From an optimization exercise on the open Yosys and OpenROAD flow, aimed at small area, a short achievable clock period and few clock cycles per item; shortcuts taken in it are not production practice.
At most, simulation tests tie the RTL to the original design; equivalence was not proved.
No activity file was given, so power comes from the tool's default toggle rates.

==> flow/design.v <==
module brl_codec (
    input  wire        clk,
    input  wire        rst,         
    input  wire        cmd_valid,
    output wire        cmd_ready,
    input  wire [15:0] cmd,
    output reg         resp_valid,
    output reg  [15:0] resp,
    output wire        out_valid,
    input  wire        out_ready,
    output wire [7:0]  out_data,
    output wire        done,
    output wire        err
);
    localparam [1:0] PH_IDLE  = 2'd0;
    localparam [1:0] PH_RUN   = 2'd1;
    localparam [1:0] PH_FAULT = 2'd2;
    localparam [2:0] E_NONE = 3'd0;
    localparam [2:0] E_LEN  = 3'd1;
    localparam [2:0] E_ILL  = 3'd2;
    localparam [2:0] E_SEQ  = 3'd3;
    function [7:0] rev8;
        input [7:0] b;
        integer k;
        begin
            for (k = 0; k < 8; k = k + 1)
                rev8[k] = b[7-k];
        end
    endfunction
    function [5:0] slot_oh;
        input       or_;
        input [2:0] i;
        begin
            case (i)
                3'd0:    slot_oh = or_ ? 6'b100000 : 6'b000001;
                3'd1:    slot_oh = or_ ? 6'b010000 : 6'b000010;
                3'd2:    slot_oh = or_ ? 6'b001000 : 6'b000100;
                3'd3:    slot_oh = or_ ? 6'b000100 : 6'b001000;
                3'd4:    slot_oh = or_ ? 6'b000010 : 6'b010000;
                3'd5:    slot_oh = or_ ? 6'b000001 : 6'b100000;
                default: slot_oh = 6'b000000;
            endcase
        end
    endfunction
    function [7:0] pick;
        input [5:0]  sel;
        input [47:0] v;
        integer s;
        begin
            pick = 8'h00;
            for (s = 0; s < 6; s = s + 1)
                pick = pick | (v[8*s +: 8] & {8{sel[s]}});
        end
    endfunction
    reg [1:0] ph;
    reg       dir;
    reg       inv;
    reg       done_r;
    reg [2:0] err_r;
    reg [2:0] wp;
    reg [5:0] ln;
    reg [47:0] sl;           
    reg       o;             
    reg       c_rd;          
    reg       c_mir;
    reg       c_rst;
    reg       c_start;
    reg       c_push;
    reg       c_eol;
    reg       c_end;
    reg       c_resv;
    reg [7:0] c_imm;
    reg       e_act;         
    reg [2:0] e_k;           
    reg       e_o;           
    reg       e_inv;         
    reg       e_n8;          
    reg       pend;          
    reg       fill;          
    reg       fill_end;      
    reg       blk;           
    reg       rdy;           
    reg       ov_r;
    reg [7:0] od_r;
    assign cmd_ready = rdy;
    assign out_valid = ov_r;
    assign out_data  = od_r;
    assign done      = done_r;
    assign err       = ph[1];    
    wire [3:0] op  = cmd[15:12];
    wire       zok = (cmd[11:8] == 4'd0);
    wire [7:0] imm = cmd[7:0];
    wire       imm0  = (imm == 8'h00);
    wire       rd_ok = (imm[7:2] == 6'd0) || (imm[7:3] == 5'b00010 && imm[2:1] != 2'b11);
    wire d_rd    = zok && (((op == 4'h6) && rd_ok) || ((op == 4'h0) && imm0));
    wire d_mir   = zok && (op == 4'h7);
    wire d_rst   = zok && (op == 4'h5) && imm0;
    wire d_start = zok && (op == 4'h1) && (imm[7:2] == 6'd0);
    wire d_push  = zok && (op == 4'h2);
    wire d_eol   = zok && (op == 4'h3) && imm0;
    wire d_end   = zok && (op == 4'h4) && imm0;
    wire d_resv  = !(d_rd || d_mir || d_rst || d_start || d_push || d_eol || d_end);
    wire ph_idle = (ph == PH_IDLE);
    wire ph_run  = (ph == PH_RUN);
    wire ph_flt  = ph[1];
    wire ln32    = ln[5];                  
    wire wp6     = wp[2] & wp[1];          
    wire wp5     = wp[2] & wp[0];          
    wire go      = rdy;
    wire any_c   = c_rd | c_mir | c_rst | c_start | c_push | c_eol | c_end | c_resv;
    wire x_rst   = go & c_rst;
    wire x_act   = go & !ph_flt & (c_start | c_push | c_eol | c_end | c_resv);
    wire e_ill   = c_resv;
    wire e_seq   = (c_start & !ph_idle) | ((c_push | c_end) & !ph_run) |
                   (c_eol & !(ph_run & dir));
    wire x_ok    = x_act & !e_ill & !e_seq;
    wire e_lenp  = c_push & !dir & ln32;
    wire e_lene  = c_end & !dir & !(ln32 & (wp == 3'd0));
    wire x_start = x_ok & c_start;
    wire x_write = x_ok & c_push & !ln32 & !wp6;                   
    wire x_pushc = x_write & !dir & wp5;                            
    wire x_eol   = x_ok & c_eol & !ln32;
    wire x_eolc  = x_eol & wp6;                                     
    wire x_endb  = x_ok & c_end & dir & !ln32;                      
    wire x_enddn = x_ok & c_end & !e_lene & !x_endb;                
    wire x_err   = x_act & (e_ill | e_seq | e_lenp | e_lene);
    wire f_step  = fill & !pend & !blk;
    wire f_write = f_step & !wp6;
    wire f_comp6 = f_step & wp6;                                    
    wire f_compw = f_write & wp5;
    wire f_last  = fill_end & (ln == 6'd31);
    wire wr      = x_write | f_write;
    wire [7:0] wdata = fill ? 8'h00 : c_imm;
    wire comp_w  = x_pushc | f_compw;             
    wire comp_s  = x_eolc | f_comp6;              
    wire comp    = comp_w | comp_s;
    wire f_done  = (f_compw | f_comp6) & (!fill_end | f_last);
    wire f_wpinc = f_write & !wp5;
    reg [1:0] n_ph;
    reg       n_dir, n_inv, n_done, n_o;
    reg [2:0] n_err, n_wp;
    reg [5:0] n_ln;
    always @(*) begin
        n_ph = ph; n_dir = dir; n_inv = inv; n_done = done_r; n_err = err_r;
        n_wp = wp; n_ln = ln; n_o = o;
        if (x_rst) begin
            n_ph = PH_IDLE; n_dir = 1'b0; n_inv = 1'b0; n_done = 1'b0;
            n_err = E_NONE; n_wp = 3'd0; n_ln = 6'd0;
        end else if (x_err) begin
            n_ph = PH_FAULT; n_done = 1'b0;
            n_err = e_ill ? E_ILL : e_seq ? E_SEQ : E_LEN;
        end else if (x_start) begin
            n_ph = PH_RUN; n_dir = c_imm[0]; n_inv = c_imm[1]; n_done = 1'b0;
            n_wp = 3'd0; n_ln = 6'd0;
        end else if (x_enddn || (f_done && fill_end)) begin
            n_ph = PH_IDLE; n_done = 1'b1;
        end
        if (comp) begin
            n_wp = 3'd0; n_ln = ln + 6'd1; n_o = ~o;
        end else if ((x_write && !x_pushc) || f_wpinc) begin
            n_wp = wp + 3'd1;
        end
    end
    function [7:0] lbv;
        input [2:0] i;
        begin
            lbv = (i < wp) ? pick(slot_oh(o, i), sl) : 8'h00;
        end
    endfunction
    wire [8:0] ocnt = dir ? ({1'b0, ln, 2'b00} + {2'b00, ln, 1'b0}) : {ln, 3'b000};
    reg [8:0] rd_val;
    always @(*) begin
        if (c_imm[4])
            rd_val = {1'b0, lbv(c_imm[2:0])};
        else case (c_imm[1:0])
            2'd0:    rd_val = {1'b0, err_r, inv, dir, done_r, ph};
            2'd1:    rd_val = {3'd0, ln};
            2'd2:    rd_val = {6'd0, wp};
            default: rd_val = ocnt;
        endcase
    end
    wire       n_rv   = (go & any_c & !x_endb) | (f_done & fill_end);
    wire [8:0] n_resp = (!fill && c_mir) ? {1'b0, rev8(c_imm)} :
                        (!fill && c_rd)  ? rd_val :
                        {1'b0, n_err, n_inv, n_dir, n_done, n_ph};
    wire       f_inv  = e_act ? e_inv : inv;
    wire [7:0] f_raw  = pick(slot_oh(~e_o, e_k), sl);       
    wire [7:0] f_byte = (e_k[2] & e_k[1]) ? 8'h00 : (rev8(f_raw) ^ {8{~f_inv}});
    wire ld_ok  = !ov_r || out_ready;
    wire e_last = e_n8 ? (e_k == 3'd7) : (e_k == 3'd5);
    wire e_fin  = e_act && ld_ok && e_last;
    wire e_free = !e_act || e_fin;
    wire dstart = comp_s && !e_act;
    wire ld     = (e_act || dstart) && ld_ok;
    reg       n_e_act, n_e_o, n_e_inv, n_e_n8, n_pend;
    reg [2:0] n_e_k;
    always @(*) begin
        n_e_act = e_act; n_e_k = e_k; n_e_o = e_o; n_e_inv = e_inv;
        n_e_n8 = e_n8; n_pend = pend;
        if (e_fin) begin
            n_e_act = 1'b0; n_e_k = 3'd0; n_e_o = o;
        end else if (ld) begin
            n_e_k = e_k + 3'd1;
        end
        if (pend && e_free) begin
            n_e_act = 1'b1; n_e_k = 3'd0;
            n_e_o = ~o; n_e_inv = inv; n_e_n8 = ~dir;
            n_pend = 1'b0;
        end else if (comp && e_free) begin
            n_e_act = 1'b1;
            n_e_k = (dstart && ld_ok) ? 3'd1 : 3'd0;
            n_e_o = o; n_e_inv = inv; n_e_n8 = ~dir;
        end else if (comp) begin
            n_pend = 1'b1;
        end
    end
    wire n_fill = (fill & !f_done) | (x_eol & !wp6) | x_endb;
    wire n_fill_end = x_endb | (fill_end & !f_done);
    wire e_start = (pend || comp) && e_free;
    wire eq1     = (e_k == wp + 3'd1) && !(e_k[2] & e_k[1]);    
    wire psh     = (x_write && !x_pushc) || f_wpinc;
    wire n_blk   = e_start ? !(dstart && ld_ok) :
                   (e_act && !ld && !x_rst && !x_start && (blk || (eq1 && psh)));
    wire n_rdy = !(n_pend || n_fill || n_blk);
    always @(posedge clk) begin
        if (rst) begin
            ph <= PH_IDLE; dir <= 1'b0; inv <= 1'b0; done_r <= 1'b0;
            err_r <= E_NONE; wp <= 3'd0; ln <= 6'd0; o <= 1'b0;
            c_rd <= 1'b0; c_mir <= 1'b0; c_rst <= 1'b0; c_start <= 1'b0;
            c_push <= 1'b0; c_eol <= 1'b0; c_end <= 1'b0; c_resv <= 1'b0;
            e_act <= 1'b0; e_k <= 3'd0; e_o <= 1'b0;
            e_inv <= 1'b0; e_n8 <= 1'b0; pend <= 1'b0;
            fill <= 1'b0; fill_end <= 1'b0; blk <= 1'b0; rdy <= 1'b1;
            ov_r <= 1'b0;
            resp_valid <= 1'b0;
        end else begin
            ph <= n_ph; dir <= n_dir; inv <= n_inv; done_r <= n_done;
            err_r <= n_err; wp <= n_wp; ln <= n_ln; o <= n_o;
            if (rdy) begin
                c_rd    <= cmd_valid && d_rd;
                c_mir   <= cmd_valid && d_mir;
                c_rst   <= cmd_valid && d_rst;
                c_start <= cmd_valid && d_start;
                c_push  <= cmd_valid && d_push;
                c_eol   <= cmd_valid && d_eol;
                c_end   <= cmd_valid && d_end;
                c_resv  <= cmd_valid && d_resv;
            end
            e_act <= n_e_act; e_k <= n_e_k; e_o <= n_e_o;
            e_inv <= n_e_inv; e_n8 <= n_e_n8; pend <= n_pend;
            fill <= n_fill; fill_end <= n_fill_end; blk <= n_blk; rdy <= n_rdy;
            ov_r <= ld || (ov_r && !out_ready);
            resp_valid <= n_rv;
        end
    end
    wire [5:0] wsel = slot_oh(o, wp) & {6{wr}};
    integer s;
    always @(posedge clk) begin
        if (rdy)
            c_imm <= imm;
        for (s = 0; s < 6; s = s + 1)
            if (wsel[s])
                sl[8*s +: 8] <= wdata;
        if (ld)
            od_r <= f_byte;
        resp <= {7'd0, n_resp};
    end
endmodule
clock: 4.0 ns
lec_check: 0
cap_margin: 20
core_margin: 2
core_utilization: 40
setup_slack_margin: 2.0
slew_margin: 20
run.sh (not shown) runs the stock make flow with config.mk's settings and CLKGATE_MAP_FILE= SYNTH_SCRIPT=/design/flow/synth_recipe.tcl, a recipe that flattens the netlist after the stock synthesis.
Testbench counts at the start, summed over its fixed seeds: cycles 8,800, frames 32.
Change:
--- a/flow/design.v
+++ b/flow/design.v
@@ -180,38 +180,40 @@
         endcase
     end
     wire       n_rv   = (go & any_c & !x_endb) | (f_done & fill_end);
     wire [8:0] n_resp = (!fill && c_mir) ? {1'b0, rev8(c_imm)} :
                         (!fill && c_rd)  ? rd_val :
                         {1'b0, n_err, n_inv, n_dir, n_done, n_ph};
+    wire       f_o    = e_act ? e_o   : o;
     wire       f_inv  = e_act ? e_inv : inv;
-    wire [7:0] f_raw  = pick(slot_oh(~e_o, e_k), sl);       
+    wire [7:0] f_raw  = pick(slot_oh(~f_o, e_k), sl);       
     wire [7:0] f_byte = (e_k[2] & e_k[1]) ? 8'h00 : (rev8(f_raw) ^ {8{~f_inv}});
+    wire [7:0] w_byte = rev8(wdata) ^ {8{~inv}};
     wire ld_ok  = !ov_r || out_ready;
     wire e_last = e_n8 ? (e_k == 3'd7) : (e_k == 3'd5);
     wire e_fin  = e_act && ld_ok && e_last;
     wire e_free = !e_act || e_fin;
-    wire dstart = comp_s && !e_act;
+    wire dstart = comp && !e_act;
     wire ld     = (e_act || dstart) && ld_ok;
     reg       n_e_act, n_e_o, n_e_inv, n_e_n8, n_pend;
     reg [2:0] n_e_k;
     always @(*) begin
         n_e_act = e_act; n_e_k = e_k; n_e_o = e_o; n_e_inv = e_inv;
         n_e_n8 = e_n8; n_pend = pend;
         if (e_fin) begin
-            n_e_act = 1'b0; n_e_k = 3'd0; n_e_o = o;
+            n_e_act = 1'b0; n_e_k = 3'd0;
         end else if (ld) begin
             n_e_k = e_k + 3'd1;
         end
         if (pend && e_free) begin
             n_e_act = 1'b1; n_e_k = 3'd0;
             n_e_o = ~o; n_e_inv = inv; n_e_n8 = ~dir;
             n_pend = 1'b0;
         end else if (comp && e_free) begin
             n_e_act = 1'b1;
-            n_e_k = (dstart && ld_ok) ? 3'd1 : 3'd0;
+            n_e_k = (!e_act && ld_ok) ? 3'd1 : 3'd0;
             n_e_o = o; n_e_inv = inv; n_e_n8 = ~dir;
         end else if (comp) begin
             n_pend = 1'b1;
         end
     end
     wire n_fill = (fill & !f_done) | (x_eol & !wp6) | x_endb;
@@ -259,10 +261,10 @@
         if (rdy)
             c_imm <= imm;
         for (s = 0; s < 6; s = s + 1)
             if (wsel[s])
                 sl[8*s +: 8] <= wdata;
         if (ld)
-            od_r <= f_byte;
+            od_r <= (dstart && comp_w) ? w_byte : f_byte;
         resp <= {7'd0, n_resp};
     end
 endmodule
After rerunning:
- The new run ran to the end with no violations
- wire length is higher by roughly a tenth
- via count is higher by a few percent
- clock power is higher by a few percent
- maximum frequency is lower by a few percent
- setup slack gets worse by 100 ps
- design area is higher by roughly a tenth
For the second run of this note, only the layout was checked, not whether the RTL still works.

==> static timing again, ports no longer ideal <==
In the flow no input, the clock included, has a driving cell. The finished layouts below were timed again as built, in two steps.
Step 1, drivers: a clkbuf_16 drives clk and a buf_2 each remaining input, both assumed.
Step 2, shift: input delay + t, output delay - t, t = (earliest + latest rising clock arrival at the registers) / 2. This alone moves slack from input paths to output paths.
Slacks: ideal ports / drivers / drivers and shift; pairs: ideal ports / drivers.
run	t (ns)	setup WS [ns]	hold slack, ns
the first run	0.465	1.917 / 1.917 / 1.554	0.499 / 0.499 / 0.499
the second run	0.464	1.814 / 1.814 / 1.573	0.484 / 0.484 / 0.484
After both steps every run listed still meets setup and hold. The setup slack of the first run, which loses most, moves by 0.000 ns with the drivers and by -0.363 ns with both steps.
